What follows belongs to an exercise in optimizing a design on an open flow for small area, a short achievable clock period and few clock cycles; a production flow would make more cautious choices.
The RTL was checked by simulation tests, not by an equivalence proof against the original design.
Power and IR drop assume default switching activity.

## kc_core
module kc_core (
    input  wire        clk,
    input  wire        rst,
    input  wire        in_valid,
    output wire        in_ready,
    input  wire [1:0]  in_op,
    input  wire        in_wheel,
    input  wire [31:0] in_data,
    output wire [15:0] kp,
    output wire [15:0] ki,
    output wire [15:0] kd,
    output wire [23:0] setpoint_l,
    output wire [23:0] setpoint_r,
    output wire [31:0] speed_inst_l,
    output wire [31:0] speed_inst_r,
    output wire [31:0] speed_avg_l,
    output wire [31:0] speed_avg_r,
    output wire [31:0] integ_l,
    output wire [31:0] integ_r,
    output wire [31:0] prev_err_l,
    output wire [31:0] prev_err_r,
    output wire [15:0] duty_l,
    output wire [15:0] duty_r
);
==> flow/config.mk <==
export PLATFORM = sky130hd
export DESIGN_NAME = kc_core
export DESIGN_NICKNAME = kc_core
export VERILOG_FILES = /design/flow/design.v
export SDC_FILE = /design/flow/constraint.sdc
export NUM_CORES = 4
export LEC_CHECK = 0
export CAP_MARGIN = 20
export CORE_MARGIN = 2
export CORE_UTILIZATION = 65
export CTS_CLUSTER_DIAMETER = 60
export CTS_CLUSTER_SIZE = 30
export PLACE_DENSITY = 0.85
export SETUP_SLACK_MARGIN = 5
export SLEW_MARGIN = 20
==> flow/constraint.sdc <==
create_clock -name core_clock -period 12.0 [get_ports {clk}]
set_input_delay 2.4000 -clock core_clock [delete_from_list [all_inputs] [get_ports {clk}]]
set_output_delay 2.4000 -clock core_clock [all_outputs]
set_load 0.01 [all_outputs]
standard.sh (not shown) runs the stock make flow with config.mk's settings and CLKGATE_MAP_FILE= SYNTH_SCRIPT=/design/flow/synth_recipe.tcl, a recipe that flattens the netlist after the stock synthesis.
==> flow/flow/run.sh <==
#!/bin/bash
set -euo pipefail
bash standard.sh SETUP_SLACK_MARGIN=7 finish > make_finish.log 2>&1
The first run passed the timing, DRC and antenna checks.
Testbench counts at the start, summed over its fixed seeds: cycles 31,593.
Rerun with:
==> flow/flow/run.sh (replaced) <==
#!/bin/bash
set -euo pipefail
bash standard.sh SETUP_SLACK_MARGIN=7.5 finish > make_finish.log 2>&1
After rerunning: Count of clock-buffer cells in the layout is lower by 9; maximum frequency grows by 6.5%; final area is higher by 4.3%; total power increases by 3.3%.
Rerun with:
==> flow/flow/run.sh (replaced) <==
#!/bin/bash
set -euo pipefail
bash standard.sh SETUP_SLACK_MARGIN=7.5 "BUFFER_PORTS_ARGS=-buffer_cell sky130_fd_sc_hd__buf_1" finish > make_finish.log 2>&1
Clock-buffer cell count goes up by 6.
Setup slack loses 360 ps.
Synthesized cell count does not change.
Wire length goes up by 1.3%.
Via count goes up by 1.2%.

* * *

Another version of the RTL of kc_core (not shown whole).
For scale: roughly 6800 cells after synthesis, roughly 680 flip-flops, ~420 I/O pins.
export LEC_CHECK = 0
export CAP_MARGIN = 20
export CORE_MARGIN = 2
export CORE_UTILIZATION = 55
export CTS_CLUSTER_DIAMETER = 60
export CTS_CLUSTER_SIZE = 30
export PLACE_DENSITY = 0.75
export SETUP_SLACK_MARGIN = 5
export SLEW_MARGIN = 20
create_clock -name core_clock -period 12.0 [get_ports {clk}]
==> flow/flow/run.sh <==
#!/bin/bash
set -euo pipefail
bash standard.sh SETUP_SLACK_MARGIN=7.5 "BUFFER_PORTS_ARGS=-buffer_cell sky130_fd_sc_hd__buf_1" finish > make_finish.log 2>&1
Testbench counts at the start, summed over its fixed seeds: cycles 31,593.
Change:
Settings changed: CORE_UTILIZATION 55 to 60, PLACE_DENSITY 0.75 to 0.8.
Utilization goes up by 6.0 points.
Setup slack barely changes.
Design area went down slightly.
Global-route usage came out higher by 2.7 points.
First-iteration DRC count increases by roughly a tenth.
Combinational power hardly moves.
Final cell count is lower slightly.
Wire length decreases slightly.
Flip-flop and latch count does not change.
Change:
==> flow/flow/run.sh (replaced) <==
#!/bin/bash
set -euo pipefail
bash standard.sh SETUP_SLACK_MARGIN=8 "BUFFER_PORTS_ARGS=-buffer_cell sky130_fd_sc_hd__buf_1" finish > make_finish.log 2>&1
Settings changed: CORE_UTILIZATION 60 to 55, PLACE_DENSITY 0.8 to 0.75.
Worst setup slack gains 0.072 ns; design area came out higher by 4.1%; final cell count climbs by about 2.8%; die area goes up by 9.0%; wire length goes up by 4.4%.

port drivers added, routing unchanged:
In the flow no input, the clock included, has a driving cell. The finished layouts below were timed again as built, in two steps.
Step 1 assumes that a clkbuf_16 drives the clock port and a buf_2 every other input.
Step 2 adds t to the input delays and takes it off the output delays; t is the mean of the earliest and latest rising clock arrival at the registers after step 1. Input paths then give back, and output paths get back, about the clock's delay inside the block.
Slacks: no drivers / after step 1 / after step 2; pairs: no drivers / after step 1.
run | t (ns) | setup slack, ns | hold WS [ns]
the first run of note 1 | 0.762 | 7.049 / 7.049 / 6.400 | 0.458 / 0.458 / 0.458
the second run of note 1 | 0.744 | 7.352 / 7.352 / 6.751 | 0.459 / 0.459 / 0.459
the third run of note 1 | 0.744 | 6.995 / 6.995 / 6.790 | 0.458 / 0.458 / 0.458
the first run of note 2 | 0.728 | 7.326 / 7.326 / 6.865 | 0.458 / 0.458 / 0.458
the second run of note 2 | 0.738 | 7.324 / 7.324 / 6.813 | 0.459 / 0.459 / 0.459
the third run of note 2 | 0.742 | 7.396 / 7.396 / 7.129 | 0.453 / 0.453 / 0.453
After both steps setup and hold are still met in every run listed. The setup slack of the first run of note 1, which loses most, moves by 0.000 ns with the drivers and by -0.649 ns with both steps.
